Source: an optimization exercise on an open RTL-to-GDS flow (aim: small area, a short achievable clock period and few clock cycles). Production flows keep margins and buffers that such runs may drop.
No run shown here included a check of the RTL's function; only the layout flow was run.
No activity file was given, so power comes from the tool's default toggle rates.

<file path="design/flow/run.sh">
#!/bin/bash
# synth_recipe.tcl (not shown) runs the flow's synth.tcl, then flattens the netlist and writes it again
# the make line also repeats each setting of config.mk as NAME=value (left out here)
make -C /OpenROAD-flow-scripts/flow DESIGN_CONFIG=/design/flow/config.mk WORK_HOME=/design/flow/orfs CLKGATE_MAP_FILE= SYNTH_SCRIPT=/design/flow/synth_recipe.tcl finish
</file>
<file path="design/flow/config.mk">
export PLATFORM = sky130hd
export DESIGN_NAME = debounce_ctl
export DESIGN_NICKNAME = debounce_ctl
export VERILOG_FILES = /design/flow/design.v
export SDC_FILE = /design/flow/constraint.sdc
export NUM_CORES = 4
export LEC_CHECK = 0
export ABC_CLOCK_PERIOD_IN_PS = 3500
export CAP_MARGIN = 20
export CORE_MARGIN = 2
export CORE_UTILIZATION = 40
export SETUP_SLACK_MARGIN = 5
export SLEW_MARGIN = 20
</file>
<file path="design/flow/constraint.sdc">
create_clock -name core_clock -period 10.0 [get_ports {clk}]
set_input_delay 2.0000 -clock core_clock [delete_from_list [all_inputs] [get_ports {clk}]]
set_output_delay 2.0000 -clock core_clock [all_outputs]
set_load 0.01 [all_outputs]
</file>
<file path="design/flow/design.v">
module debounce_ctl (
    input  wire        clk,
    input  wire        rst,
    input  wire        in_valid,
    output wire        in_ready,
    input  wire [7:0]  op,
    input  wire [31:0] period,
    input  wire [9:0]  sample,
    input  wire [31:0] num,
    input  wire [31:0] den,
    input  wire        pin_init,
    output reg         resp_valid,
    output reg         resp_ok,
    output reg         ev_reset,
    output reg         ev_reset_warm,
    output reg         ev_persist,
    output wire [7:0]  persist_val,
    output reg         ev_pulse,
    output wire        ev_diag_liveness,
    output reg         ev_diag_count,
    output wire [8:0]  diag_n,
    output reg         ev_diag_lockdown,
    output reg         ev_act,
    output reg         ev_ind,
    output reg         ev_rearm,
    output reg         act,
    output reg         ind,
    output reg         locked,
    output reg         pwm_valid,
    output reg  [31:0] pwm_on,
    output reg  [31:0] pwm_off
);
    localparam [2:0]  WDT_MAX         = 3'd5;
    localparam [31:0] PWM_PERIOD_INIT = 32'd1000;
    localparam [1:0] FG_IDLE = 2'd0, FG_READY = 2'd1, FG_ON = 2'd2, FG_OFF = 2'd3;
    localparam [1:0] V_EDGE = 2'd0, V_DEB = 2'd1, V_LIV = 2'd2, V_WDT = 2'd3;
    reg              booted;
    reg              pin_level;
    reg              edge_en, edge_pend;
    reg              deb_armed, deb_pend;
    reg [1:0]        deb_count;
    reg [2:0]        timeout_count;
    reg              wdt_pend;
    reg              liv_armed, liv_pend;
    reg              liv_count;
    reg              pwm_enabled;
    reg [31:0]       pwm_period;
    reg [1:0]        fg;
    reg              frame_valid;
    reg [1:0]        frame_vec;
    reg [3:0]        frame_pc;
    reg              store_valid;
    reg [2:0]        store_val;
    reg [2:0]        ev_n;
    assign persist_val      = {5'd0, ev_n};
    assign diag_n           = {6'd0, ev_n};
    assign ev_diag_liveness = ev_pulse;
    reg              busy;           
    reg              fin;            
    reg [31:0]       sa;             
    reg [31:0]       sd;             
    reg [4:0]        bit_k;          
    reg              p_bit;          
    reg              first;          
    assign in_ready = !(busy || fin);
    wire take = in_valid && in_ready;
    reg              n_booted, n_pin_level, n_edge_en, n_edge_pend;
    reg              n_deb_armed, n_deb_pend;
    reg [1:0]        n_deb_count;
    reg [2:0]        n_timeout_count;
    reg              n_locked, n_wdt_pend;
    reg              n_liv_armed, n_liv_pend;
    reg              n_liv_count;
    reg              n_ind, n_act, n_pwm_enabled, n_pwm_valid;
    reg              n_period_ld;
    reg [1:0]        n_fg;
    reg              n_frame_valid;
    reg [1:0]        n_frame_vec;
    reg [3:0]        n_frame_pc;
    reg              n_store_valid;
    reg [2:0]        n_store_val;
    reg              m_ok, m_reset, m_persist, m_pulse;
    reg              m_diag_count, m_diag_lockdown, m_act, m_ind, m_rearm;
    reg [2:0]        m_n;
    reg              m_start;
    wire fg_idle_free  = !frame_valid && (fg == FG_IDLE);
    always @* begin
        n_booted        = booted;
        n_pin_level     = pin_level;
        n_edge_en       = edge_en;
        n_edge_pend     = edge_pend;
        n_deb_armed     = deb_armed;
        n_deb_pend      = deb_pend;
        n_deb_count     = deb_count;
        n_timeout_count = timeout_count;
        n_locked        = locked;
        n_wdt_pend      = wdt_pend;
        n_liv_armed     = liv_armed;
        n_liv_pend      = liv_pend;
        n_liv_count     = liv_count;
        n_ind           = ind;
        n_act           = act;
        n_pwm_enabled   = pwm_enabled;
        n_pwm_valid     = pwm_valid;
        n_period_ld     = 1'b0;
        n_fg            = fg;
        n_frame_valid   = frame_valid;
        n_frame_vec     = frame_vec;
        n_frame_pc      = frame_pc;
        n_store_valid   = store_valid;
        n_store_val     = store_val;
        m_ok = 1'b0; m_reset = 1'b0; m_persist = 1'b0;
        m_pulse = 1'b0; m_diag_count = 1'b0;
        m_diag_lockdown = 1'b0; m_act = 1'b0; m_ind = 1'b0; m_rearm = 1'b0;
        m_n = 3'd0;
        m_start = 1'b0;
        if (op == 8'h00 || op == 8'h01) begin
            m_ok          = 1'b1;
            m_reset       = 1'b1;
            n_booted      = 1'b1;
            n_pin_level   = pin_init;
            n_edge_en     = 1'b1;
            n_edge_pend   = 1'b0;
            n_deb_armed   = 1'b0;
            n_deb_count   = 2'd0;
            n_deb_pend    = 1'b0;
            n_locked      = 1'b0;
            n_wdt_pend    = 1'b0;
            n_liv_armed   = 1'b0;
            n_liv_count   = 1'b0;
            n_liv_pend    = 1'b0;
            n_ind         = 1'b0;
            n_pwm_enabled = 1'b1;
            n_pwm_valid   = 1'b0;
            n_act         = 1'b0;
            n_fg          = FG_IDLE;
            n_frame_valid = 1'b0;
            if (!op[0]) begin
                n_timeout_count = 3'd0;
                n_store_valid   = 1'b1;
                n_store_val     = 3'd0;
                m_persist       = 1'b1;
            end else begin
                n_timeout_count = store_valid ? store_val : 3'd0;
            end
        end else if (booted) begin
            case (op)
            8'h10, 8'h18: begin                       
                m_ok        = 1'b1;
                n_pin_level = !pin_level;
                if (edge_en || op[3])
                    n_edge_pend = 1'b1;
            end
            8'h11: begin m_ok = 1'b1; n_deb_pend = 1'b1; end       
            8'h12: begin m_ok = 1'b1; n_liv_pend = 1'b1; end       
            8'h13: begin m_ok = 1'b1; n_wdt_pend = 1'b1; end       
            8'h14: begin m_ok = 1'b1; n_store_valid = 1'b0; end    
            8'h20: if (fg_idle_free) begin                         
                m_ok        = 1'b1;
                n_period_ld = 1'b1;
                n_pwm_valid = 1'b0;
            end
            8'h21: if (fg_idle_free) begin                         
                m_ok          = 1'b1;
                n_pwm_enabled = 1'b1;
            end
            8'h22: if (fg_idle_free) begin                         
                m_ok          = 1'b1;
                n_pwm_enabled = 1'b0;
                n_act         = 1'b0;
                m_act         = 1'b1;
            end
            8'h23: if (fg_idle_free) begin                         
                m_ok = 1'b1;
                if (pwm_enabled) begin
                    n_pwm_enabled = 1'b0;
                    n_act         = 1'b0;
                    m_act         = 1'b1;
                end else begin
                    n_pwm_enabled = 1'b1;
                end
            end
            8'h24: if (fg_idle_free) begin                         
                m_ok = 1'b1;
                if (pwm_enabled) m_start = 1'b1;
            end
            8'h25: if (fg_idle_free) begin                         
                m_ok = 1'b1;
                if (pwm_enabled) m_start = 1'b1;      
            end
            8'h26: if (!frame_valid && fg == FG_READY) begin       
                m_ok  = 1'b1;
                n_act = 1'b1;
                m_act = 1'b1;
                n_fg  = FG_ON;
            end
            8'h27: if (!frame_valid && fg == FG_ON) begin          
                m_ok  = 1'b1;
                n_act = 1'b0;
                m_act = 1'b1;
                n_fg  = FG_OFF;
            end
            8'h28: if (!frame_valid && fg == FG_OFF) begin         
                m_ok = 1'b1;
                n_fg = FG_IDLE;
            end
            8'h30: if (edge_pend && edge_en && !frame_valid) begin    
                m_ok          = 1'b1;
                n_edge_pend   = 1'b0;
                n_frame_valid = 1'b1;
                n_frame_vec   = V_EDGE;
                n_frame_pc    = 4'd0;
            end
            8'h31: if (deb_pend && deb_armed && !frame_valid) begin   
                m_ok          = 1'b1;
                n_deb_pend    = 1'b0;
                n_frame_valid = 1'b1;
                n_frame_vec   = V_DEB;
                n_frame_pc    = 4'd0;
            end
            8'h32: if (liv_pend && liv_armed && !frame_valid) begin   
                m_ok          = 1'b1;
                n_liv_pend    = 1'b0;
                n_frame_valid = 1'b1;
                n_frame_vec   = V_LIV;
                n_frame_pc    = 4'd0;
            end
            8'h33: if (wdt_pend && !frame_valid) begin                
                m_ok          = 1'b1;
                n_wdt_pend    = 1'b0;
                n_frame_valid = 1'b1;
                n_frame_vec   = V_WDT;
                n_frame_pc    = 4'd0;
            end
            8'h3F: if (frame_valid) begin                             
                m_ok = 1'b1;
                case (frame_vec)
                V_EDGE: case (frame_pc)
                    4'd0: begin
                        n_edge_en  = 1'b0;
                        n_frame_pc = 4'd1;
                    end
                    4'd1: begin
                        n_deb_armed = 1'b1;
                        n_deb_count = 2'd0;
                        n_frame_pc  = 4'd2;
                    end
                    default: begin
                        if (pin_level)
                            m_pulse = 1'b1;
                        n_frame_valid = 1'b0;
                    end
                endcase
                V_DEB: case (frame_pc)
                    4'd0: begin
                        if (deb_count == 2'd2) begin
                            n_deb_count = 2'd0;
                            n_frame_pc  = 4'd1;
                        end else begin
                            n_deb_count   = deb_count + 2'd1;
                            n_frame_valid = 1'b0;
                        end
                    end
                    4'd1: begin
                        n_edge_en  = 1'b1;
                        n_frame_pc = 4'd2;
                    end
                    default: begin
                        n_deb_armed   = 1'b0;
                        n_frame_valid = 1'b0;
                    end
                endcase
                V_LIV: begin
                    if (liv_count) begin
                        n_liv_count = 1'b0;
                        n_ind       = !ind;
                        m_ind       = 1'b1;
                    end else begin
                        n_liv_count = 1'b1;
                    end
                    n_frame_valid = 1'b0;
                end
                default: case (frame_pc)                              
                    4'd0: begin
                        if (locked) begin
                            n_frame_pc = 4'd8;
                        end else begin
                            n_timeout_count = timeout_count + 3'd1;
                            n_frame_pc      = 4'd1;
                        end
                    end
                    4'd1: begin
                        m_diag_count = 1'b1;
                        m_n          = timeout_count;
                        n_frame_pc   = 4'd2;
                    end
                    4'd2: begin
                        if (timeout_count < WDT_MAX) begin
                            n_store_valid = 1'b1;
                            n_store_val   = timeout_count;
                            m_persist     = 1'b1;
                            m_n           = timeout_count;
                            n_frame_pc    = 4'd8;
                        end else begin
                            n_locked   = 1'b1;
                            n_frame_pc = 4'd3;
                        end
                    end
                    4'd3: begin
                        m_diag_lockdown = 1'b1;
                        n_frame_pc      = 4'd4;
                    end
                    4'd4: begin
                        n_edge_en  = 1'b0;
                        n_frame_pc = 4'd5;
                    end
                    4'd5: begin
                        n_deb_armed = 1'b0;
                        n_deb_count = 2'd0;
                        n_frame_pc  = 4'd6;
                    end
                    4'd6: begin
                        n_pwm_enabled = 1'b0;
                        n_act         = 1'b0;
                        m_act         = 1'b1;
                        n_frame_pc    = 4'd7;
                    end
                    4'd7: begin
                        n_liv_armed = 1'b1;
                        n_liv_count = 1'b0;
                        n_frame_pc  = 4'd8;
                    end
                    default: begin
                        m_rearm       = 1'b1;
                        n_frame_valid = 1'b0;
                    end
                endcase
                endcase
            end
            default: ;                                                
            endcase
        end
    end
    reg [4:0] p_msb;
    integer i;
    always @* begin
        p_msb = 5'd0;
        for (i = 1; i < 32; i = i + 1)
            if (pwm_period[i]) p_msb = i[4:0];
    end
    wire [31:0] p_sh  = {pwm_period[30:0], 1'b0};    
    wire [31:0] sa_g  = p_bit ? sa : 32'd0;
    wire [31:0] R     = first ? 32'd0 : pwm_off;
    wire [31:0] Q     = first ? 32'd0 : pwm_on;
    wire        in_range = (sd != 32'd0) && !sa[31] && (sa <= sd);
    wire [33:0] x0   = {1'b0, R, 1'b0} + {2'b00, sa_g};
    wire [34:0] u1a  = {2'b00, R, 1'b0};
    wire [34:0] u1b  = {3'b000, sa_g};
    wire [34:0] u1c  = ~{3'b000, sd};
    wire [34:0] s1   = u1a ^ u1b ^ u1c;
    wire [34:0] c1   = (u1a & u1b) | (u1a & u1c) | (u1b & u1c);
    wire [34:0] x1   = s1 + {c1[33:0], 1'b1};
    wire [34:0] u2c  = ~{2'b00, sd, 1'b0};
    wire [34:0] s2   = u1a ^ u1b ^ u2c;
    wire [34:0] c2   = (u1a & u1b) | (u1a & u2c) | (u1b & u2c);
    wire [34:0] x2   = s2 + {c2[33:0], 1'b1};
    wire        ge2  = !x2[34];
    wire        ge1  = !x1[34];
    wire [31:0] r_nx = ge2 ? x2[31:0] : ge1 ? x1[31:0] : x0[31:0];
    wire [30:0] q_inc = Q[30:0] + 31'd1;
    wire [31:0] q_nx  = {ge2 ? q_inc : Q[30:0], ge1 & !ge2};
    wire        rnd    = {R, 1'b0} >= {1'b0, sd};
    wire [31:0] on_nx  = Q + {31'd0, rnd};
    wire [31:0] off_nx = pwm_period + ~Q + {31'd0, !rnd};
    always @(posedge clk) begin
        if (rst) begin
            busy             <= 1'b0;
            fin              <= 1'b0;
            booted           <= 1'b0;
            pin_level        <= 1'b0;
            edge_en          <= 1'b1;
            edge_pend        <= 1'b0;
            deb_armed        <= 1'b0;
            deb_pend         <= 1'b0;
            deb_count        <= 2'd0;
            timeout_count    <= 3'd0;
            locked           <= 1'b0;
            wdt_pend         <= 1'b0;
            liv_armed        <= 1'b0;
            liv_pend         <= 1'b0;
            liv_count        <= 1'b0;
            ind              <= 1'b0;
            act              <= 1'b0;
            pwm_enabled      <= 1'b1;
            pwm_valid        <= 1'b0;
            pwm_period       <= PWM_PERIOD_INIT;
            fg               <= FG_IDLE;
            frame_valid      <= 1'b0;
            frame_vec        <= 2'd0;
            frame_pc         <= 4'd0;
            store_valid      <= 1'b0;
            store_val        <= 3'd0;
            resp_valid       <= 1'b0;
        end else begin
            resp_valid <= 1'b0;
            if (take) begin
                booted        <= n_booted;
                pin_level     <= n_pin_level;
                edge_en       <= n_edge_en;
                edge_pend     <= n_edge_pend;
                deb_armed     <= n_deb_armed;
                deb_pend      <= n_deb_pend;
                deb_count     <= n_deb_count;
                timeout_count <= n_timeout_count;
                locked        <= n_locked;
                wdt_pend      <= n_wdt_pend;
                liv_armed     <= n_liv_armed;
                liv_pend      <= n_liv_pend;
                liv_count     <= n_liv_count;
                ind           <= n_ind;
                act           <= n_act;
                pwm_enabled   <= n_pwm_enabled;
                pwm_valid     <= n_pwm_valid;
                if (m_reset)          pwm_period <= PWM_PERIOD_INIT;
                else if (n_period_ld) pwm_period <= period;
                fg            <= n_fg;
                frame_valid   <= n_frame_valid;
                frame_vec     <= n_frame_vec;
                frame_pc      <= n_frame_pc;
                store_valid   <= n_store_valid;
                store_val     <= n_store_val;
                if (m_start) begin
                    busy  <= 1'b1;
                    first <= 1'b1;
                    bit_k <= p_msb;
                    p_bit <= (pwm_period != 32'd0);
                end else begin
                    resp_valid <= 1'b1;
                end
            end
            if (busy) begin
                first <= 1'b0;
                bit_k <= bit_k - 5'd1;
                p_bit <= p_sh[bit_k];
                if (first && !in_range) begin
                    busy       <= 1'b0;
                    resp_valid <= 1'b1;
                end else if (bit_k == 5'd0) begin
                    busy <= 1'b0;
                    fin  <= 1'b1;
                end
            end
            if (fin) begin
                fin        <= 1'b0;
                fg         <= FG_READY;
                pwm_valid  <= 1'b1;
                resp_valid <= 1'b1;
            end
        end
    end
    always @(posedge clk) begin
        if (in_ready) begin
            sa <= (op[0]) ? num : {22'd0, sample};
            sd <= (op[0]) ? den : 32'd1023;
        end
        if (busy && (in_range || !first)) begin
            pwm_on  <= q_nx;
            pwm_off <= r_nx;
        end else if (fin) begin
            pwm_on  <= on_nx;
            pwm_off <= off_nx;
        end
    end
    always @(posedge clk) begin
        if (take) begin
            resp_ok          <= m_ok;
            ev_reset         <= m_reset;
            ev_reset_warm    <= op[0];
            ev_persist       <= m_persist;
            ev_n             <= m_n;
            ev_pulse         <= m_pulse;
            ev_diag_count    <= m_diag_count;
            ev_diag_lockdown <= m_diag_lockdown;
            ev_act           <= m_act;
            ev_ind           <= m_ind;
            ev_rearm         <= m_rearm;
        end
    end
endmodule
</file>
==> reports/qor.json, run 1 <==
{
  "status": {"value": "complete, no violations"},
  "layout-drive-gt1-share": {"value": 9.281, "unit": "%"},
  "ioPinCount": {"value": 216},
  "yosys_warnings": {"value": 1},
  "core.rowCount": {"value": 85},
  "yosys.cell_count.top_type": {"value": "inv_1"},
  "synth_edf_count": {"value": 148},
  "first_global_vias": {"value": 19820},
  "finalMaxSlewViolations": {"value": 0},
  "cts.sink_count": {"value": 216},
  "coreArea": {"value": 0.05392, "unit": "sq mm"},
  "p_per_area": {"value": 98.38, "unit": "mW/mm^2"},
  "postSynthRegisterBits": {"value": 216},
  "timing.critical_path.arrival": {"value": 5890, "unit": "ps"},
  "floorplan.die_area": {"value": 0.05649, "unit": "sq mm"},
  "firstDrtPassIters": {"value": 6},
  "max-slew-margin-rel": {"value": 33.75, "unit": "%"},
  "critical-path-slowest-cell": {"value": "edfxtp_1"},
  "detail_route.iter0.violations": {"value": 1691},
  "yosys_cell_types": {"value": 87},
  "kind_of_launch_point_of_the_worst_setup_path": {"value": "flip-flop"},
  "cp-end-kind": {"value": "flip-flop"},
  "clkLatencyLatePin": {"value": 600, "unit": "ps"},
  "maxCapViolCount": {"value": 0},
  "fin_ws": {"value": 4460, "unit": "ps"},
  "gp_routability_congestion": {"value": 0.9614},
  "groute.usage.overall": {"value": 25.58, "unit": "%"},
  "seq_area_frac_synth": {"value": 26.58, "unit": "%"},
  "initial_antenna_violation_count": {"value": 1},
  "final_net_count": {"value": 3223},
  "initial_utilization": {"value": 40.51, "unit": "%"},
  "report.final.setup_viol": {"value": 0},
  "final_antenna_net_count": {"value": 0},
  "grt_util_met3": {"value": 3.345, "unit": "%"},
  "register_area": {"value": 0.005806, "unit": "sq mm"},
  "portBuffers": {"value": 204},
  "stdcell_count": {"value": 3562},
  "cts-root-buf": {"value": "clkbuf_16"},
  "hpwl": {"value": 56790, "unit": "um"},
  "synthCells": {"value": 2646},
  "die_x": {"value": 237.7, "unit": "um"},
  "grt_start_max_net_pins": {"value": 83},
  "drc": {"value": 0},
  "worstMarginPinSlew": {"value": 986.2, "unit": "ps"},
  "detail_route.wirelength": {"value": 75170, "unit": "um"},
  "synth_area_per_inst": {"value": 8.255, "unit": "sq um"},
  "setup_tns": {"value": 0, "unit": "ps"},
  "diodes": {"value": 0},
  "areaGrowthSynthToFinish": {"value": 21.59, "unit": "%"},
  "timing.final.hold_violations": {"value": 0},
  "cts_max_level": {"value": 1},
  "post-route-period-util": {"value": 55.40, "unit": "%"},
  "timing.final.crit_period": {"value": 5540, "unit": "ps"},
  "placed_cells_incl_taps": {"value": 3457},
  "vdd_ir_drop_max": {"value": 0.1337, "unit": "mV"},
  "gr-total-overflow": {"value": 0},
  "clock_tree_from_tritoncts": {"value": "done"},
  "worstPathRequired": {"value": 10350, "unit": "ps"},
  "multi_input_area": {"value": 0.01512, "unit": "sq mm"},
  "global_route_wire_length_before_repair": {"value": 113600, "unit": "um"},
  "cp_max_fo": {"value": 3},
  "routedWlPerCell": {"value": 21.10, "unit": "um"},
  "worstSetupPathType": {"value": "reg -> reg"},
  "cts-root-to-sink-buffers": {"value": 3},
  "holdWs": {"value": 487.4, "unit": "ps"},
  "filler_cells_inserted": {"value": 5188},
  "grt_use_met2": {"value": 41.07, "unit": "%"},
  "clk_pin_slew_worst_paths": {"value": 60, "unit": "ps"},
  "async_flop_share": {"value": 0, "unit": "%"},
  "chipHeight": {"value": 237.7, "unit": "um"},
  "achievable-frequency": {"value": 180.5, "unit": "MHz"},
  "vias_per_cell": {"value": 5.697},
  "synthesis.area": {"value": 0.02184, "unit": "sq mm"},
  "num_cts_buffers": {"value": 29},
  "timing.clock.skew": {"value": 18.39, "unit": "ps"},
  "synthTopCellsByArea": {"value": "edfxtp_1 20%, ha_1 11%, dfxtp_1 6.2%"},
  "yosys_most_used_dff": {"value": "edfxtp_1"},
  "cp_common_cell": {"value": "o21a_1"},
  "worst_path_largest_cell_delay": {"value": 420, "unit": "ps"},
  "power_leakage": {"value": 11.43, "unit": "nW"},
  "synth_largest_type_area_fraction": {"value": 20.35, "unit": "%"},
  "hp-class": {"value": "reg -> reg"},
  "grt.met1_usage": {"value": 36.17, "unit": "%"},
  "finish.utilization": {"value": 49.26, "unit": "%"},
  "grt_most_used_layer": {"value": "met2"},
  "rsz_0062_raised_after_global_routing": {"value": "yes"},
  "routed-via-count": {"value": 20290},
  "synth.largest_area_cell": {"value": "edfxtp_1"},
  "synth_commonest_cells": {"value": "281 x inv_1, 226 x nor2_1, 221 x nand2_1"},
  "dp_worst_setup_slack": {"value": 3561, "unit": "ps"}
}
==> final timing paths <==
| check | startpoint | to | slack [ps] | cells after the start |
|---|---|---|---|---|
| worst max-delay path | first | pwm_off[26] | 4460 | 28 |
| worst min-delay path | store_val[0] | store_val[0] | 490 | 2 |
| worst max register to register | first | pwm_off[26] | 4460 | 28 |
| worst min register to register | store_val[0] | store_val[0] | 490 | 2 |
==> cell type report <==
type | instances | area share (%)
multi-input cells | 2045 | 56.92
inverters | 282 | 4.028
clock inverters | 16 | 0.7113
flip-flops and latches | 216 | 21.86
repair buffers | 269 | 10.16
well taps | 696 | 3.279
clock buffers | 38 | 3.053
==> state kept, by name, indices dropped and copies added (netlist names), 2 cells and up <==
register / count
ev_n: 3
sd: 32
frame_vec: 2
frame_pc: 4
store_val: 3
fg: 2
pwm_off: 32
deb_count: 2
bit_k: 5
pwm_on: 32
sa: 32
pwm_period: 32
timeout_count: 3
==> metrics by stage <==
step	instance area (sq um)	total power (W)
after floorplan	22030	0.001315
after global placement	24500	0.001479
after detailed placement	24510	0.001478
after CTS	26190	0.002600
after global routing	26560	0.002721
final	26560	0.002613
==> metal layers <==
metal | part of all wire [%] | wire length, um | vias to the layer above
li1 | - | - | 9715
met1 | 45 | 34160 | 9711
met2 | 45 | 33690 | 727
met3 | 6.5 | 4890 | 139
met4 | 3.2 | 2439 | 0
met5 | 0 | 0 | -
==> critical path, delay by kind of cell, from the launching register on <==
family / cells / cell delay [ps]
compound gates: 17 / 2780
fa+ha+maj: 3 / 710
xor+xnor: 1 / 80
buf+inv: 3 / 360
simple gates: 4 / 920
flops: 1 / 420
==> placed cells by master, fill, tap and decap left out, drive strengths merged, types with 8 or more instances in the layout <==
cell and n:
a211oi 37, a21boi 10, a21o 71, a21oi 215
a31oi 23, and2 57, and3 22, and4 10
buf 64, clkbuf 40, clkdlybuf4s50 202, conb 11
dfxtp 68, edfxtp 148, fa 67, ha 195
inv 285, mux2 14, mux2i 17, mux4 9
nand2 221, nand2b 84, nand3 87, nand3b 10
nand4 35, nor2 226, nor2b 39, nor3 57
nor4 37, o211ai 23, o21a 33, o21ai 111
o21bai 24, o22ai 9, o31ai 11, or2 8
or3 18, xnor2 109, xor2 50
==> what timing repair did <==
item,in CTS,in global routing
hold buffers,0,0
setup buffers,33,12
endpoints found under the setup margin,137,135
pin swaps,21,30
cloned,1,5
resized for setup,79,53
==> power breakdown <==
group          internal, W  switching [W]  total [W]
Combinational     0.000228       0.000290   0.000518
Clock             0.000653       0.000452    0.00110
Sequential        0.000967      0.0000236   0.000990
Total              0.00185       0.000765    0.00261
==> cell families (layout without fill, tap and decap cells) <==
| family | Yosys count | count (layout) | share of synthesized area, % |
|---|---|---|---|
| simple gates | 929 | 930 | 21.10 |
| compound gates | 643 | 643 | 18.93 |
| buf+inv | 396 | 605 | 7.263 |
| fa+ha+maj | 262 | 262 | 17.31 |
| flops | 216 | 216 | 26.58 |
| xor+xnor | 159 | 159 | 6.375 |
| mux | 40 | 40 | 2.429 |
| other cells | 1 | 11 | 0.01717 |
==> run 2, diff against run 1 <==
--- a/design/flow/design.v
+++ b/design/flow/design.v
@@ -63,3 +63,3 @@
     reg              p_bit;          
-    reg              first;          
+    reg              rneg;           
     assign in_ready = !(busy || fin);
@@ -86,2 +86,3 @@
     wire fg_idle_free  = !frame_valid && (fg == FG_IDLE);
+    wire duty_in_range = (den != 32'd0) && !num[31] && (num <= den);
     always @* begin
@@ -188,3 +189,3 @@
                 m_ok = 1'b1;
-                if (pwm_enabled) m_start = 1'b1;      
+                if (pwm_enabled && duty_in_range) m_start = 1'b1;
             end
@@ -351,25 +352,22 @@
     wire [31:0] p_sh  = {pwm_period[30:0], 1'b0};    
+    wire        p_nz  = (pwm_period != 32'd0);
     wire [31:0] sa_g  = p_bit ? sa : 32'd0;
-    wire [31:0] R     = first ? 32'd0 : pwm_off;
-    wire [31:0] Q     = first ? 32'd0 : pwm_on;
-    wire        in_range = (sd != 32'd0) && !sa[31] && (sa <= sd);
-    wire [33:0] x0   = {1'b0, R, 1'b0} + {2'b00, sa_g};
-    wire [34:0] u1a  = {2'b00, R, 1'b0};
+    wire [31:0] Q    = pwm_on;
+    wire [34:0] u1a  = {rneg, rneg, pwm_off, 1'b0};
     wire [34:0] u1b  = {3'b000, sa_g};
-    wire [34:0] u1c  = ~{3'b000, sd};
+    wire [34:0] u1c  = rneg ? {3'b000, sd} : ~{3'b000, sd};
     wire [34:0] s1   = u1a ^ u1b ^ u1c;
     wire [34:0] c1   = (u1a & u1b) | (u1a & u1c) | (u1b & u1c);
-    wire [34:0] x1   = s1 + {c1[33:0], 1'b1};
-    wire [34:0] u2c  = ~{2'b00, sd, 1'b0};
+    wire [34:0] x1   = s1 + {c1[33:0], !rneg};
+    wire [34:0] u2c  = rneg ? 35'd0 : ~{2'b00, sd, 1'b0};
     wire [34:0] s2   = u1a ^ u1b ^ u2c;
     wire [34:0] c2   = (u1a & u1b) | (u1a & u2c) | (u1b & u2c);
-    wire [34:0] x2   = s2 + {c2[33:0], 1'b1};
+    wire [34:0] x2   = s2 + {c2[33:0], !rneg};
     wire        ge2  = !x2[34];
     wire        ge1  = !x1[34];
-    wire [31:0] r_nx = ge2 ? x2[31:0] : ge1 ? x1[31:0] : x0[31:0];
-    wire [30:0] q_inc = Q[30:0] + 31'd1;
-    wire [31:0] q_nx  = {ge2 ? q_inc : Q[30:0], ge1 & !ge2};
-    wire        rnd    = {R, 1'b0} >= {1'b0, sd};
-    wire [31:0] on_nx  = Q + {31'd0, rnd};
-    wire [31:0] off_nx = pwm_period + ~Q + {31'd0, !rnd};
+    wire [31:0] r_nx = ge2 ? x2[31:0] : x1[31:0];
+    wire [31:0] q_inc = Q + 32'd1;
+    wire [31:0] q_nx  = {ge2 ? q_inc[30:0] : Q[30:0], ge1 & !ge2};
+    wire [31:0] on_nx  = ge1 ? q_inc : Q;
+    wire [31:0] off_nx = pwm_period + ~Q + {31'd0, !ge1};
     always @(posedge clk) begin
@@ -432,6 +430,6 @@
                 if (m_start) begin
-                    busy  <= 1'b1;
-                    first <= 1'b1;
-                    bit_k <= p_msb;
-                    p_bit <= (pwm_period != 32'd0);
+                    busy  <= (p_msb != 5'd0);
+                    fin   <= (p_msb == 5'd0);
+                    bit_k <= p_msb - 5'd1;
+                    p_bit <= p_sh[p_msb];
                 end else begin
@@ -441,9 +439,5 @@
             if (busy) begin
-                first <= 1'b0;
                 bit_k <= bit_k - 5'd1;
                 p_bit <= p_sh[bit_k];
-                if (first && !in_range) begin
-                    busy       <= 1'b0;
-                    resp_valid <= 1'b1;
-                end else if (bit_k == 5'd0) begin
+                if (bit_k == 5'd0) begin
                     busy <= 1'b0;
@@ -454,5 +448,5 @@
                 fin        <= 1'b0;
+                resp_valid <= 1'b1;
                 fg         <= FG_READY;
                 pwm_valid  <= 1'b1;
-                resp_valid <= 1'b1;
             end
@@ -465,5 +459,10 @@
         end
-        if (busy && (in_range || !first)) begin
+        if (take && m_start) begin
+            pwm_on  <= 32'd0;
+            pwm_off <= !p_nz ? 32'd0 : op[0] ? num : {22'd0, sample};
+            rneg    <= 1'b0;
+        end else if (busy) begin
             pwm_on  <= q_nx;
             pwm_off <= r_nx;
+            rneg    <= !ge1;
         end else if (fin) begin
==> run 2 against run 1 <==
Against the previous run: utilization rose by 2.0 points; count of clock-buffer cells in the layout grew 4; total power is 8.5% lower; final area fell by 7.6%.
==> reports/qor.json, run 2 <==
{
  "first_global_vias": {"value": 17930},
  "cp_common_cell": {"value": "inv_2"},
  "yosys_cell_types": {"value": 93},
  "internal-power": {"value": 0.001743, "unit": "W"},
  "crit_cells": {"value": 28},
  "synthCells": {"value": 2320},
  "coreArea": {"value": 0.04785, "unit": "sq mm"},
  "critical-path-slowest-cell": {"value": "fa_1"},
  "worstSetupPathType": {"value": "reg -> reg"},
  "power_leakage": {"value": 10.93, "unit": "nW"},
  "synthXorXnorAreaFrac": {"value": 6.253, "unit": "%"},
  "portBuffers": {"value": 204},
  "finalMaxSlewViolations": {"value": 0},
  "yosys.area_share.simple": {"value": 19.10, "unit": "%"},
  "netSwitchingFraction": {"value": 27.07, "unit": "%"},
  "synth.largest_area_cell": {"value": "edfxtp_1"},
  "register_area": {"value": 0.005480, "unit": "sq mm"},
  "worstMarginPinSlew": {"value": 1014, "unit": "ps"},
  "die_x": {"value": 224.6, "unit": "um"},
  "num_cts_buffers": {"value": 28},
  "yosys_most_used_dff": {"value": "edfxtp_1"},
  "reg2reg_from": {"value": "rneg"},
  "fin_ws": {"value": 4371, "unit": "ps"},
  "synth_compound_area_share": {"value": 18.93, "unit": "%"},
  "pwr-share-comb": {"value": 15.6, "unit": "%"},
  "hp-class": {"value": "reg -> reg"},
  "seq_area_frac_synth": {"value": 28.12, "unit": "%"},
  "clock_tree_from_tritoncts": {"value": "done"},
  "hold-path-cell-count": {"value": 2},
  "rsz_0062_raised_after_global_routing": {"value": "yes"},
  "yosys_warnings": {"value": 1},
  "main_combinational_cell_family_by_area_after_synthesis": {"value": "simple AND/OR/NAND/NOR gates"},
  "groute.usage.overall": {"value": 26.95, "unit": "%"},
  "ioPinCount": {"value": 216},
  "worstSetupStartpoint": {"value": "rneg"},
  "final_antenna_net_count": {"value": 0},
  "placed_cells_incl_taps": {"value": 3064},
  "cp_max_fo": {"value": 7},
  "synth_commonest_cells": {"value": "258 x inv_1, 211 x nand2_1, 189 x a21oi_1"},
  "post-route-period-util": {"value": 56.29, "unit": "%"},
  "firstDrtPassIters": {"value": 8},
  "synth_area_per_inst": {"value": 8.392, "unit": "sq um"},
  "cts_max_level": {"value": 1},
  "areaGrowthSynthToFinish": {"value": 26.08, "unit": "%"},
  "worst_r2r_endpoint": {"value": "pwm_off[24]"},
  "multi_input_area": {"value": 0.01346, "unit": "sq mm"},
  "timing.clock.skew": {"value": 17.91, "unit": "ps"},
  "filler_cells_inserted": {"value": 4488},
  "grt_start_max_net_pins": {"value": 69},
  "clkLatencyLatePin": {"value": 600, "unit": "ps"},
  "clk_pin_slew_worst_paths": {"value": 60, "unit": "ps"},
  "vias_per_cell": {"value": 5.825},
  "regToRegSetupSlack": {"value": 4370, "unit": "ps"},
  "initial_antenna_violation_count": {"value": 0},
  "synthTopCellsByArea": {"value": "edfxtp_1 18%, ha_1 11%, dfxtp_1 10%"},
  "detail_route.wirelength": {"value": 70140, "unit": "um"},
  "maxCapViolCount": {"value": 0},
  "initial_utilization": {"value": 40.69, "unit": "%"},
  "routed-via-count": {"value": 18540},
  "gr-total-overflow": {"value": 0},
  "count_of_hold_buffers_inserted_by_post_cts_repair": {"value": 0},
  "path_buf_inv": {"value": 6},
  "post_synth_fa_ha_maj_area_fraction": {"value": 17.53, "unit": "%"},
  "dp_worst_setup_slack": {"value": 3257, "unit": "ps"},
  "setup_tns": {"value": 0, "unit": "ps"},
  "global_route_wire_length_before_repair": {"value": 105600, "unit": "um"},
  "timing.critical_path.arrival": {"value": 5970, "unit": "ps"},
  "final_net_count": {"value": 2896},
  "worst_path_largest_cell_delay": {"value": 500, "unit": "ps"},
  "timing.final.hold_violations": {"value": 0},
  "synth_largest_type_area_fraction": {"value": 17.74, "unit": "%"},
  "cts-root-to-sink-buffers": {"value": 3},
  "synth_edf_count": {"value": 115},
  "vdd_ir_drop_max": {"value": 0.1212, "unit": "mV"},
  "core.rowCount": {"value": 80},
  "drc": {"value": 0},
  "report.final.setup_viol": {"value": 0},
  "cts.sink_count": {"value": 216},
  "most-common-layout-cells": {"value": "248 x inv_1, 207 x nand2_1, 179 x a21oi_1, 165 x clkdlybuf4s50_1, 157 x nor2_1"},
  "crit_family": {"value": "compound AO/OA/AOI/OAI gates"},
  "kind_of_launch_point_of_the_worst_setup_path": {"value": "flip-flop"},
  "status": {"value": "complete, no violations"},
  "cp-end-kind": {"value": "flip-flop"},
  "detail_route.iter0.violations": {"value": 1468},
  "chipHeight": {"value": 224.6, "unit": "um"},
  "synthesis.area": {"value": 0.01947, "unit": "sq mm"},
  "worstPathRequired": {"value": 10340, "unit": "ps"},
  "postSynthRegisterBits": {"value": 216},
  "p_clk_share": {"value": 44.5, "unit": "%"},
  "sequentialPowerShare": {"value": 39.9, "unit": "%"},
  "final_common_cell": {"value": "inv_1"},
  "gp_routability_congestion": {"value": 0.9339},
  "cts-root-buf": {"value": "clkbuf_16"},
  "achievable-frequency": {"value": 177.7, "unit": "MHz"},
  "stdcell_count": {"value": 3183},
  "critPathCapture": {"value": "pwm_off[24]"},
  "floorplan.die_area": {"value": 0.05045, "unit": "sq mm"},
  "worst-r2r-cell-count": {"value": 28},
  "netSwitchingPower": {"value": 0.0006471, "unit": "W"},
  "max-slew-margin-rel": {"value": 32.26, "unit": "%"},
  "timing.final.crit_period": {"value": 5629, "unit": "ps"},
  "layout-drive-gt1-share": {"value": 11.14, "unit": "%"},
  "diodes": {"value": 0},
  "async_flop_share": {"value": 0, "unit": "%"},
  "post_synth_mux_area_share": {"value": 2.468, "unit": "%"},
  "yosys.cell_count.top_type": {"value": "inv_1"},
  "hpwl": {"value": 51580, "unit": "um"},
  "p_per_area": {"value": 97.37, "unit": "mW/mm^2"},
  "routedWlPerCell": {"value": 22.04, "unit": "um"}
}
[run 2: cell types whose count changed in the layout (fill, tap and decap cells not counted), sizes merged, moves of 26 or more]
cell,previous run,this run
nor2b,39,12
clkdlybuf4s50,202,165
inv,285,259
dlymetal6s2s,0,27
nor2,226,165
nand2b,84,25
ha,195,164
dfxtp,68,101
edfxtp,148,115
a21o,71,36
[run 2: cell type report]
cell class              count  area share [%]
clock buffers              42           3.400
clock inverters            10          0.5454
inverters                 261           4.022
multi-input cells        1755           54.84
flip-flops and latches    216           22.33
well taps                 615           3.135
repair buffers            284           11.73
[run 2: worst reg2reg max path: cells and delay by family (launching register included)]
family                     cells  cell delay, ps
AOI/OAI and AO/OA             10            1800
adders and majority gates      5            1570
and+or+nand+nor                6             930
buffers and inverters          6             560
DFF                            1             360
xor gates and xnor gates       1             160
[run 2: kinds of logic (layout without fill, tap and decap cells)]
kind of cell,count (synthesis),after routing
multiplexers,44,44
other,1,11
adder cells (fa/ha/maj),232,232
XOR/XNOR,139,139
buffers and inverters,363,597
AND/OR/NAND/NOR,752,756
AO/OA/AOI/OAI,573,573
flip-flops,216,216
[run 2: per-stage QoR]
stage	utilization [%]	area (sq um)	total power (W)	hold WS, ps
after floorplan	-	19750	0.001183	445.9
after global placement	46.40	22200	0.001307	455.7
after detailed placement	46.44	22220	0.001311	467.4
after CTS	50.16	24000	0.002386	478.0
after global routing	51.30	24550	0.002473	495.4
final	51.30	24550	0.002390	473.5
[run 2: power by group through the flow]
stage	combinational, W	clock (W)	sequential, W
floorplan	0.000212	0	0.000970
global placement	0.000336	0	0.000972
detailed placement	0.000339	0	0.000972
CTS	0.000355	0.00108	0.000953
global route	0.000405	0.00111	0.000954
finish	0.000373	0.00106	0.000953
[run 2: metal layers]
layer | vias to the layer above | track usage [%] | part of all wire, %
met5 | - | 0 | 0
met4 | 0 | 8.866 | 3.8
met3 | 126 | 3.645 | 7.1
met2 | 768 | 44.57 | 46
met1 | 8991 | 36.37 | 43
li1 | 8657 | - | -
[run 2: what timing repair did]
item                       4_1_cts  5_1_grt
setup endpoints to repair      114      105
buffers inserted                33       25
gates cloned                     6        3
pin swaps                       46       41
resized for setup               96       77
[run 2: worst min path at each step]
| stage | startpoint | end | slack, ps |
|---|---|---|---|
| after global routing | store_val[0] | store_val[0] | 500 |
| after CTS | store_val[0] | store_val[0] | 480 |
| after floorplan | store_val[1] | store_val[1] | 450 |
| after global placement | deb_count[1] | deb_count[1] | 460 |
| final | store_val[0] | store_val[0] | 470 |
| after detailed placement | store_val[0] | store_val[0] | 470 |
==> run 3, diff against run 2 <==
--- a/design/flow/config.mk
+++ b/design/flow/config.mk
@@ -10,3 +10,3 @@
 export CORE_MARGIN = 2
-export CORE_UTILIZATION = 40
+export CORE_UTILIZATION = 60
 export SETUP_SLACK_MARGIN = 5
==> run 3 against run 2 <==
Against the previous run: still clean on timing, DRC and antenna; final area shrank 1.6%; register-to-register slack got worse by 290 ps; routed wire length is 3.8% lower; hold slack worse by 4.2 ps; via count is 3.3% higher; critical path depth fell by 1; sequential power about the same; largest power group unchanged.
==> reports/qor.json, run 3 <==
{
  "drc": {"value": 0},
  "kind_of_launch_point_of_the_worst_setup_path": {"value": "flip-flop"},
  "async_flop_share": {"value": 0, "unit": "%"},
  "num_cts_buffers": {"value": 26},
  "global_route_wire_length_before_repair": {"value": 99950, "unit": "um"},
  "initial_antenna_violation_count": {"value": 4},
  "status": {"value": "complete, no violations"},
  "postSynthRegisterBits": {"value": 216},
  "most-common-layout-cells": {"value": "247 x inv_1, 207 x nand2_1, 187 x clkdlybuf4s50_1, 175 x a21oi_1, 154 x nor2_1"},
  "fin_ws": {"value": 4084, "unit": "ps"},
  "synth_area_per_inst": {"value": 8.392, "unit": "sq um"},
  "clkLatencyLatePin": {"value": 560, "unit": "ps"},
  "firstDrtPassIters": {"value": 6},
  "floorplan.die_area": {"value": 0.03390, "unit": "sq mm"},
  "cp-end-kind": {"value": "flip-flop"},
  "vias_per_cell": {"value": 6.465},
  "p_total": {"value": 0.002317, "unit": "W"},
  "timing.final.hold_violations": {"value": 0},
  "worstSetupPathType": {"value": "reg -> reg"},
  "synth.largest_area_cell": {"value": "edfxtp_1"},
  "ioPinCount": {"value": 216},
  "max-slew-margin-rel": {"value": 43.01, "unit": "%"},
  "timing.critical_path.arrival": {"value": 6210, "unit": "ps"},
  "reg2reg_from": {"value": "rneg"},
  "rsz_0062_raised_after_global_routing": {"value": "yes"},
  "p_per_area": {"value": 95.98, "unit": "mW/mm^2"},
  "report.final.setup_viol": {"value": 0},
  "clock_tree_from_tritoncts": {"value": "done"},
  "die_x": {"value": 184.1, "unit": "um"},
  "cts.sink_count": {"value": 216},
  "worst_path_largest_cell_delay": {"value": 500, "unit": "ps"},
  "yosys_warnings": {"value": 1},
  "setup_tns": {"value": 0, "unit": "ps"},
  "synth_commonest_cells": {"value": "258 x inv_1, 211 x nand2_1, 189 x a21oi_1"},
  "first_global_vias": {"value": 18140},
  "routed-via-count": {"value": 19160},
  "hold_path.startpoint": {"value": "store_val[0]"},
  "initial_utilization": {"value": 61.38, "unit": "%"},
  "cts_max_level": {"value": 1},
  "achievable-frequency": {"value": 169.0, "unit": "MHz"},
  "layout-drive-gt1-share": {"value": 11.06, "unit": "%"},
  "groute.usage.overall": {"value": 37.97, "unit": "%"},
  "cts-root-to-sink-buffers": {"value": 3},
  "yosys.cell_count.top_type": {"value": "inv_1"},
  "portBuffers": {"value": 204},
  "finish.utilization": {"value": 76.13, "unit": "%"},
  "timing.final.crit_period": {"value": 5916, "unit": "ps"},
  "final_net_count": {"value": 2889},
  "yosys_cell_types": {"value": 93},
  "power_leakage": {"value": 10.72, "unit": "nW"},
  "cts-root-buf": {"value": "clkbuf_16"},
  "filler_cells_inserted": {"value": 2290},
  "synthTopCellsByArea": {"value": "edfxtp_1 18%, ha_1 11%, dfxtp_1 10%"},
  "yosys_most_used_dff": {"value": "edfxtp_1"},
  "post-route-period-util": {"value": 59.16, "unit": "%"},
  "maxCapViolCount": {"value": 0},
  "chipHeight": {"value": 184.1, "unit": "um"},
  "synth_largest_type_area_fraction": {"value": 17.74, "unit": "%"},
  "detail_route.wirelength": {"value": 67470, "unit": "um"},
  "worstPathRequired": {"value": 10290, "unit": "ps"},
  "final_common_cell": {"value": "inv_1"},
  "synth_edf_count": {"value": 115},
  "seq_area_frac_synth": {"value": 28.12, "unit": "%"},
  "gr-total-overflow": {"value": 0},
  "hp-class": {"value": "reg -> reg"},
  "synthCells": {"value": 2320},
  "timing.clock.skew": {"value": 14.68, "unit": "ps"},
  "dp_worst_setup_slack": {"value": 3321, "unit": "ps"},
  "holdWs": {"value": 469.4, "unit": "ps"},
  "grt_start_max_net_pins": {"value": 80},
  "synthesis.area": {"value": 0.01947, "unit": "sq mm"},
  "clk_pin_slew_worst_paths": {"value": 60, "unit": "ps"},
  "gp_routability_congestion": {"value": 0.9940},
  "hpwl": {"value": 48280, "unit": "um"},
  "coreArea": {"value": 0.03172, "unit": "sq mm"},
  "finalMaxSlewViolations": {"value": 0},
  "routedWlPerCell": {"value": 22.76, "unit": "um"},
  "detail_route.iter0.violations": {"value": 2228},
  "final_antenna_net_count": {"value": 0},
  "vdd_ir_drop_max": {"value": 0.1223, "unit": "mV"},
  "areaGrowthSynthToFinish": {"value": 24.02, "unit": "%"},
  "cp_max_fo": {"value": 7},
  "core.rowCount": {"value": 65},
  "worstSetupStartpoint": {"value": "rneg"},
  "worstMarginPinSlew": {"value": 851.6, "unit": "ps"},
  "critical-path-slowest-cell": {"value": "fa_1"}
}
==> run 3: cell type report <==
cell class	instances	area (sq um)	share of cell area, %
diodes	3	7.507	0.03109
clock buffers	43	815.8	3.379
clock inverters	5	48.80	0.2021
inverters	261	987.2	4.089
multi-input cells	1753	13450	55.70
flip-flops and latches	216	5480	22.70
well taps	402	503.0	2.083
repair buffers	281	2854	11.82
==> run 3: cells by family after synthesis <==
group / synth area share, %
adder cells (fa/ha/maj): 17.53
buffers and inverters: 7.571
XOR/XNOR: 6.253
AO/OA/AOI/OAI: 18.93
other: 0.01926
flip-flops: 28.12
multiplexers: 2.468
AND/OR/NAND/NOR: 19.10
==> run 3: power by group <==
group	internal (W)	leakage (nW)	total [W]	switching [W]
combinational	0.000167	8.26	0.000378	0.000211
sequential	0.000947	2.03	0.000953	0.00000603
clock	0.000580	0.426	0.000986	0.000407
total	0.00169	10.7	0.00232	0.000624
==> run 3: stage by stage <==
stage	std cells	instance area, sq um
finish	2964	24150
global route	2963	24140
CTS	2933	23580
detailed placement	2852	21940
global placement	2852	21930
floorplan	2330	19750
==> run 3: path summary, 6_finish.rpt <==
path	endpoint	slack (ps)	cells past startpoint
max	pwm_off[24]	4080	27
min	store_val[0]	470	2
max reg2reg	pwm_off[24]	4080	27
min reg2reg	store_val[0]	470	2
==> run 3: critical path: cells and delay by family (launching register included) <==
kind	cells	cell delay, ps
fa+ha+maj	5	1610
compound gates	8	1560
simple gates	7	1290
buf+inv	6	670
flops	1	360
xor+xnor	1	180
==> run 3: timing repair <==
item / 4_1_cts / 5_1_grt
pin swaps: 60 / 53
resized for setup: 97 / 63
hold buffers: 0 / 0
setup buffers: 30 / 24
cloned: 3 / 3
endpoints found under the hold margin: 0 / 0
setup endpoints to repair: 138 / 103
==> run 3: per-layer routing <==
layer / GRT usage [%] / wire, um / vias up
li1: - / - / 8642
met1: 50.03 / 26150 / 9153
met2: 60.65 / 31030 / 1135
met3: 7.212 / 6943 / 228
met4: 17.47 / 3326 / 4
met5: 0 / 26 / -
==> run 4, diff against run 3 <==
--- a/design/flow/design.v
+++ b/design/flow/design.v
@@ -64,3 +64,4 @@
     reg              rneg;           
-    assign in_ready = !(busy || fin);
+    reg              rdy;            
+    assign in_ready = rdy;
     wire take = in_valid && in_ready;
@@ -376,2 +377,3 @@
             fin              <= 1'b0;
+            rdy              <= 1'b1;
             booted           <= 1'b0;
@@ -430,2 +432,3 @@
                 if (m_start) begin
+                    rdy   <= 1'b0;
                     busy  <= (p_msb != 5'd0);
@@ -448,2 +451,3 @@
                 fin        <= 1'b0;
+                rdy        <= 1'b1;
                 resp_valid <= 1'b1;
==> run 4 against run 3 <==
Against the previous run: sequential share of layout area is 0.36 points lower; count of clock-buffer cells in the layout is 6 lower; utilization up 1.7 points; via count increased by 2.4%; register-to-register slack lost 670 ps; combinational power increased by 67%; critical path depth is 14 higher; critical endpoint is now pwm_off[6].
==> reports/qor.json, run 4 <==
{
  "grt_start_max_net_pins": {"value": 71},
  "diodes": {"value": 0},
  "power_leakage": {"value": 10.70, "unit": "nW"},
  "worst_r2r_endpoint": {"value": "pwm_off[6]"},
  "gr-total-overflow": {"value": 0},
  "first_global_vias": {"value": 18860},
  "yosys_warnings": {"value": 1},
  "firstDrtPassIters": {"value": 8},
  "synth_commonest_cells": {"value": "287 x inv_1, 238 x nand2_1, 169 x nor2_1"},
  "reg2reg_from": {"value": "rneg"},
  "hold-path-cell-count": {"value": 2},
  "floorplan.die_area": {"value": 0.03358, "unit": "sq mm"},
  "gp_routability_congestion": {"value": 0.9650},
  "clock_tree_from_tritoncts": {"value": "done"},
  "clkLatencyLatePin": {"value": 550, "unit": "ps"},
  "cts-root-to-sink-buffers": {"value": 3},
  "portBuffers": {"value": 204},
  "setup_tns": {"value": 0, "unit": "ps"},
  "final_common_cell": {"value": "inv_1"},
  "die_x": {"value": 183.2, "unit": "um"},
  "synth_largest_type_area_fraction": {"value": 17.92, "unit": "%"},
  "worst-r2r-cell-count": {"value": 41},
  "cts.sink_count": {"value": 217},
  "yosys.cell_count.top_type": {"value": "inv_1"},
  "hp-class": {"value": "reg -> reg"},
  "achievable-frequency": {"value": 151.8, "unit": "MHz"},
  "final_net_count": {"value": 2945},
  "hold_path.startpoint": {"value": "store_val[0]"},
  "chipHeight": {"value": 183.2, "unit": "um"},
  "rsz_0062_raised_after_global_routing": {"value": "yes"},
  "most-common-layout-cells": {"value": "274 x inv_1, 232 x nand2_1, 181 x clkdlybuf4s50_1, 163 x nor2_1, 140 x ha_1"},
  "drc": {"value": 0},
  "timing.final.crit_period": {"value": 6587, "unit": "ps"},
  "cp_max_fo": {"value": 8},
  "routed-via-count": {"value": 19620},
  "worstPathRequired": {"value": 10270, "unit": "ps"},
  "num_cts_buffers": {"value": 26},
  "coreArea": {"value": 0.03164, "unit": "sq mm"},
  "status": {"value": "complete, no violations"},
  "worstMarginPinSlew": {"value": 1055, "unit": "ps"},
  "finish.utilization": {"value": 77.84, "unit": "%"},
  "groute.usage.overall": {"value": 40.80, "unit": "%"},
  "vdd_ir_drop_max": {"value": 0.1213, "unit": "mV"},
  "cts_max_level": {"value": 1},
  "initial_antenna_violation_count": {"value": 0},
  "global_route_wire_length_before_repair": {"value": 106000, "unit": "um"},
  "layout-drive-gt1-share": {"value": 13.43, "unit": "%"},
  "timing.critical_path.arrival": {"value": 6850, "unit": "ps"},
  "routedWlPerCell": {"value": 23.91, "unit": "um"},
  "maxCapViolCount": {"value": 0},
  "kind_of_launch_point_of_the_worst_setup_path": {"value": "flip-flop"},
  "vias_per_cell": {"value": 6.504},
  "cts-root-buf": {"value": "clkbuf_16"},
  "seq_area_frac_synth": {"value": 28.51, "unit": "%"},
  "finalMaxSlewViolations": {"value": 0},
  "yosys_most_used_dff": {"value": "edfxtp_1"},
  "final_antenna_net_count": {"value": 0},
  "clk_pin_slew_worst_paths": {"value": 60, "unit": "ps"},
  "yosys_cell_types": {"value": 86},
  "synth.largest_area_cell": {"value": "edfxtp_1"},
  "cp_common_cell": {"value": "buf_6"},
  "worstSetupPathType": {"value": "reg -> reg"},
  "cp-end-kind": {"value": "flip-flop"},
  "detail_route.iter0.violations": {"value": 2581},
  "synthesis.area": {"value": 0.01928, "unit": "sq mm"},
  "regToRegSetupSlack": {"value": 3410, "unit": "ps"},
  "initial_utilization": {"value": 60.93, "unit": "%"},
  "count_of_hold_buffers_inserted_by_post_cts_repair": {"value": 0},
  "areaGrowthSynthToFinish": {"value": 27.75, "unit": "%"},
  "async_flop_share": {"value": 0, "unit": "%"},
  "ioPinCount": {"value": 216},
  "p_per_area": {"value": 104.9, "unit": "mW/mm^2"},
  "critical-path-slowest-cell": {"value": "fa_1"},
  "timing.clock.skew": {"value": 15.90, "unit": "ps"},
  "worst_path_largest_cell_delay": {"value": 550, "unit": "ps"},
  "postSynthRegisterBits": {"value": 217},
  "timing.final.hold_violations": {"value": 0},
  "p_total": {"value": 0.002584, "unit": "W"},
  "synth_area_per_inst": {"value": 8.381, "unit": "sq um"},
  "detail_route.wirelength": {"value": 72110, "unit": "um"},
  "report.final.setup_viol": {"value": 0},
  "synth_edf_count": {"value": 115},
  "core.rowCount": {"value": 65},
  "synthCells": {"value": 2300},
  "post-route-period-util": {"value": 65.87, "unit": "%"},
  "max-slew-margin-rel": {"value": 27.66, "unit": "%"},
  "hold-path-endpoint": {"value": "store_val[0]"},
  "synthTopCellsByArea": {"value": "edfxtp_1 18%, ha_1 11%, dfxtp_1 11%"},
  "hpwl": {"value": 47230, "unit": "um"}
}
run 4: cell types whose count changed in the layout (fill, tap and decap cells not counted), sizes merged, moves of 11 or more:
cell   delta
buf      +68
a21oi    -38
nand2    +30
inv      +28
nand3    -23
and2     -18
a22oi    +12
nor2b    +11
o211a    +11
run 4: per-layer routing:
| metal | GRT usage, % | vias to the layer above | part of all wire [%] |
|---|---|---|---|
| met3 | 9.253 | 367 | 12 |
| li1 | - | 8642 | - |
| met1 | 50.78 | 9223 | 37 |
| met5 | 0 | - | 0 |
| met4 | 21.89 | 0 | 6.9 |
| met2 | 66.18 | 1384 | 44 |
run 4: logic make-up after synthesis:
logic type | share of synthesized area, %
XOR/XNOR | 6.089
multiplexers | 2.012
other | 0.01945
AND/OR/NAND/NOR | 18.84
buffers and inverters | 7.906
adder cells (fa/ha/maj) | 17.77
AO/OA/AOI/OAI | 18.85
flip-flops | 28.51
run 4: how the worst max path moves through the flow:
stage | from | to | slack (ps) | cells past startpoint
after floorplan | rneg | pwm_off[31] | 3680 | 26
final | rneg | pwm_off[6] | 3410 | 41
after global placement | rneg | pwm_off[18] | 3310 | 29
after CTS | rneg | pwm_off[29] | 3940 | 29
after global routing | rneg | pwm_off[6] | 3330 | 41
after detailed placement | rneg | pwm_off[29] | 3180 | 27
run 4: where the power goes:
part	leakage, nW	switching, W	internal (W)	total (W)
Clock	0.433	0.000405	0.000588	0.000994
Combinational	8.26	0.000358	0.000276	0.000633
Sequential	2.01	0.00000607	0.000951	0.000957
run 4: layout make-up:
type,instances,area (sq um)
Multi-Input combinational cell,1716,13220
Tap cell,402,503.0
Sequential cell,217,5500
Clock buffer,37,775.7
Timing Repair Buffer,346,3447
Fill cell,2180,7012
Clock inverter,11,100.1
Inverter,287,1081
run 4: per-stage QoR:
step	hold slack (ps)	worst slack (ps)	area (sq um)	cells
2_1_floorplan	432.0	3675	19630	2310
3_3_place_gp	440.4	3310	21850	2838
3_5_place_dp	461.4	3177	21850	2838
4_1_cts	469.3	3940	24040	2989
5_1_grt	489.8	3330	24620	3016
6_report	475.4	3413	24620	3016
run 4: worst max-delay path, delay by kind of cell, from the launching register on:
family	cells	cell delay [ps]
AOI/OAI and AO/OA	3	510
adders and majority gates	3	1150
buffers and inverters	33	3950
DFF	1	350
and+or+nand+nor	2	330
run 4: what timing repair did:
action                     CTS  global route
setup endpoints to repair  104            93
cloned                       5             1
resized for setup          108           107
pin swaps                   49            69
setup buffers               98            26
==> run 5, diff against run 4 <==
--- a/design/flow/config.mk
+++ b/design/flow/config.mk
@@ -7,7 +7,6 @@
 export LEC_CHECK = 0
-export ABC_CLOCK_PERIOD_IN_PS = 3500
 export CAP_MARGIN = 20
 export CORE_MARGIN = 2
-export CORE_UTILIZATION = 60
-export SETUP_SLACK_MARGIN = 5
+export CORE_UTILIZATION = 40
+export SETUP_SLACK_MARGIN = 4
 export SLEW_MARGIN = 20
==> run 5 against run 4 <==
Against the previous run: cell count up 4.5%; combinational power down 16%; count of clock-buffer cells in the layout up 5; total power down 3.1%; global-route usage down 15 points; routed wire length down 7.3%; non-clock buffer count down 76; synthesized cell count unchanged; critical path depth down 10; sequential share of layout area up 0.76 points.
==> reports/qor.json, run 5 <==
{
  "status": {"value": "complete, no violations"},
  "p_clk_share": {"value": 40.6, "unit": "%"},
  "timing.final.hold_violations": {"value": 0},
  "chipHeight": {"value": 223.5, "unit": "um"},
  "portBuffers": {"value": 204},
  "dp_worst_setup_slack": {"value": 3122, "unit": "ps"},
  "clkLatencyLatePin": {"value": 570, "unit": "ps"},
  "p_per_area": {"value": 105.1, "unit": "mW/mm^2"},
  "clk_pin_slew_worst_paths": {"value": 70, "unit": "ps"},
  "cp_max_fo": {"value": 6},
  "fin_ws": {"value": 3900, "unit": "ps"},
  "power_leakage": {"value": 10.00, "unit": "nW"},
  "cts-root-to-sink-buffers": {"value": 3},
  "initial_utilization": {"value": 40.46, "unit": "%"},
  "placed_cells_incl_taps": {"value": 3054},
  "timing.final.crit_period": {"value": 6100, "unit": "ps"},
  "areaGrowthSynthToFinish": {"value": 23.57, "unit": "%"},
  "hold-path-cell-count": {"value": 2},
  "maxCapViolCount": {"value": 0},
  "ioPinCount": {"value": 216},
  "global_route_wire_length_before_repair": {"value": 101900, "unit": "um"},
  "synth_edf_count": {"value": 115},
  "p_total": {"value": 0.002505, "unit": "W"},
  "count_of_hold_buffers_inserted_by_post_cts_repair": {"value": 0},
  "worstSetupPathType": {"value": "reg -> reg"},
  "clock_tree_from_tritoncts": {"value": "done"},
  "firstDrtPassIters": {"value": 5},
  "regToRegSetupSlack": {"value": 3900, "unit": "ps"},
  "gr-total-overflow": {"value": 0},
  "yosys_warnings": {"value": 1},
  "post-route-period-util": {"value": 61.00, "unit": "%"},
  "routedWlPerCell": {"value": 21.22, "unit": "um"},
  "drc": {"value": 0},
  "diodes": {"value": 0},
  "synth_largest_type_area_fraction": {"value": 17.92, "unit": "%"},
  "worstMarginPinSlew": {"value": 992.4, "unit": "ps"},
  "netSwitchingPower": {"value": 0.0007251, "unit": "W"},
  "synth_commonest_cells": {"value": "287 x inv_1, 238 x nand2_1, 169 x nor2_1"},
  "setup_tns": {"value": 0, "unit": "ps"},
  "hp-class": {"value": "reg -> reg"},
  "groute.usage.overall": {"value": 26.10, "unit": "%"},
  "synthCells": {"value": 2300},
  "final_antenna_net_count": {"value": 0},
  "report.final.setup_viol": {"value": 0},
  "finalMaxSlewViolations": {"value": 0},
  "cp-end-kind": {"value": "flip-flop"},
  "netSwitchingFraction": {"value": 28.95, "unit": "%"},
  "yosys.cell_count.top_type": {"value": "inv_1"},
  "stdcell_count": {"value": 3151},
  "gp_routability_congestion": {"value": 0.9025},
  "final_common_cell": {"value": "inv_1"},
  "cts.sink_count": {"value": 217},
  "vdd_ir_drop_max": {"value": 0.1001, "unit": "mV"},
  "cp_common_cell": {"value": "inv_2"},
  "timing.critical_path.arrival": {"value": 6410, "unit": "ps"},
  "internal-power": {"value": 0.001779, "unit": "W"},
  "most-common-layout-cells": {"value": "276 x inv_1, 236 x nand2_1, 202 x clkdlybuf4s50_1, 167 x nor2_1, 141 x ha_1"},
  "sequentialPowerShare": {"value": 38.2, "unit": "%"},
  "core.rowCount": {"value": 80},
  "detail_route.iter0.violations": {"value": 1620},
  "routed-via-count": {"value": 17850},
  "detail_route.wirelength": {"value": 66880, "unit": "um"},
  "seq_area_frac_synth": {"value": 28.51, "unit": "%"},
  "critical-path-slowest-cell": {"value": "fa_1"},
  "worst-r2r-cell-count": {"value": 31},
  "postSynthRegisterBits": {"value": 217},
  "cts-root-buf": {"value": "clkbuf_16"},
  "hpwl": {"value": 50280, "unit": "um"},
  "final_net_count": {"value": 2867},
  "die_x": {"value": 223.5, "unit": "um"},
  "pwr-share-comb": {"value": 21.2, "unit": "%"},
  "yosys_most_used_dff": {"value": "edfxtp_1"},
  "first_global_vias": {"value": 17360},
  "num_cts_buffers": {"value": 27},
  "synth_area_per_inst": {"value": 8.381, "unit": "sq um"},
  "coreArea": {"value": 0.04765, "unit": "sq mm"},
  "achievable-frequency": {"value": 163.9, "unit": "MHz"},
  "cts_max_level": {"value": 1},
  "worst_path_largest_cell_delay": {"value": 510, "unit": "ps"},
  "synth.largest_area_cell": {"value": "edfxtp_1"},
  "rsz_0062_raised_after_global_routing": {"value": "yes"},
  "synthTopCellsByArea": {"value": "edfxtp_1 18%, ha_1 11%, dfxtp_1 11%"},
  "max-slew-margin-rel": {"value": 33.23, "unit": "%"},
  "yosys_cell_types": {"value": 86},
  "grt_start_max_net_pins": {"value": 71},
  "initial_antenna_violation_count": {"value": 0},
  "async_flop_share": {"value": 0, "unit": "%"},
  "worstPathRequired": {"value": 10310, "unit": "ps"},
  "synthesis.area": {"value": 0.01928, "unit": "sq mm"},
  "layout-drive-gt1-share": {"value": 9.424, "unit": "%"},
  "floorplan.die_area": {"value": 0.04996, "unit": "sq mm"},
  "vias_per_cell": {"value": 5.666},
  "timing.clock.skew": {"value": 23.06, "unit": "ps"},
  "kind_of_launch_point_of_the_worst_setup_path": {"value": "flip-flop"}
}
-- run 5: cell counts after synthesis --
Identical to the previous run, type by type.
-- run 5: timing repair --
action                     4_1_cts  5_1_grt
hold endpoints to repair         0        0
setup buffers                   31       15
setup endpoints to repair       58       51
pin swaps                       35       43
cloned                           1        1
resized for setup               28       42
-- run 5: final cells by class --
class,count,area (sq um)
inverters,287,1081
multi-input cells,1713,12900
repair buffers,270,2655
fillers,4618,23830
clock inverters,7,43.79
flip-flops and latches,217,5500
clock buffers,42,865.8
well taps,615,769.5
-- run 5: cell families after synthesis --
| kind of cell | Yosys count | share of synthesized area, % |
|---|---|---|
| XOR/XNOR | 134 | 6.089 |
| other | 1 | 0.01945 |
| flip-flops | 217 | 28.51 |
| AO/OA/AOI/OAI | 550 | 18.85 |
| multiplexers | 32 | 2.012 |
| adder cells (fa/ha/maj) | 233 | 17.77 |
| AND/OR/NAND/NOR | 752 | 18.84 |
| buffers and inverters | 381 | 7.906 |
-- run 5: final timing paths --
kind                 from           end
min reg2reg  store_val[0]  store_val[0]
max                  rneg   pwm_off[28]
min          store_val[0]  store_val[0]
max reg2reg          rneg   pwm_off[28]
-- run 5: per-stage QoR --
stage          instance area, sq um  hold slack, ps  util (%)
2_1_floorplan                 19620           432.0         -
3_3_place_gp                  22130           443.1     46.44
3_5_place_dp                  22130           446.2     46.44
4_1_cts                       23470           455.1     49.26
5_1_grt                       23820           470.4     49.99
6_report                      23820           456.3     49.99
-- run 5: layer usage --
metal | global-route usage [%] | part of all wire [%] | wire [um]
met1 | 38.07 | 47 | 31120
met3 | 2.924 | 6.5 | 4355
met5 | 0 | 0 | 0
met4 | 5.462 | 1.9 | 1287
met2 | 41.62 | 45 | 30120
-- run 5: power groups by stage --
stage	clock [W]	sequential (W)	combinational (W)
global route	0.00106	0.000958	0.000583
global placement	0	0.000975	0.000499
floorplan	0	0.000976	0.000335
finish	0.00102	0.000957	0.000531
detailed placement	0	0.000976	0.000499
CTS	0.00103	0.000957	0.000514
-- run 5: worst max-delay path: cells and delay by family (launching register included) --
kind | cells | cell delay (ps)
DFF | 1 | 350
and+or+nand+nor | 7 | 860
adders and majority gates | 5 | 1580
buffers and inverters | 7 | 710
xor gates and xnor gates | 1 | 100
AOI/OAI and AO/OA | 11 | 2220

re-timing with driven ports:
No port has a modelled driver above. Below, the same layouts with a new extraction and two added sets of constraints. Step 1 assumes that a clkbuf_16 drives the clock port and a buf_2 every other input. Step 2 adds t to the input delays and takes it off the output delays; t is the mean of the earliest and latest rising clock arrival at the registers after step 1. Input paths then give back, and output paths get back, about the clock's delay inside the block. a / b / c = ideal / step 1 / step 2; a / b = the first two.
| run | t, ns | slack for setup (ns) | hold WS [ns] | slew at the worst register clock pin (ns) |
|---|---|---|---|---|
| run 1 | 0.655 | 4.460 / 4.460 / 4.460 | 0.487 / 0.487 / 0.487 | 0.06 / 0.06 |
| run 2 | 0.643 | 4.371 / 4.371 / 4.340 | 0.474 / 0.474 / 0.474 | 0.07 / 0.07 |
| run 3 | 0.604 | 4.084 / 4.084 / 4.084 | 0.469 / 0.469 / 0.469 | 0.07 / 0.07 |
| run 4 | 0.599 | 3.413 / 3.413 / 3.413 | 0.475 / 0.475 / 0.475 | 0.07 / 0.07 |
| run 5 | 0.617 | 3.900 / 3.900 / 3.411 | 0.456 / 0.456 / 0.456 | 0.07 / 0.07 |
After both steps every run listed still meets setup and hold. For run 5, which loses most, drivers alone change the setup slack by 0.000 ns; drivers and shift together by -0.489 ns.
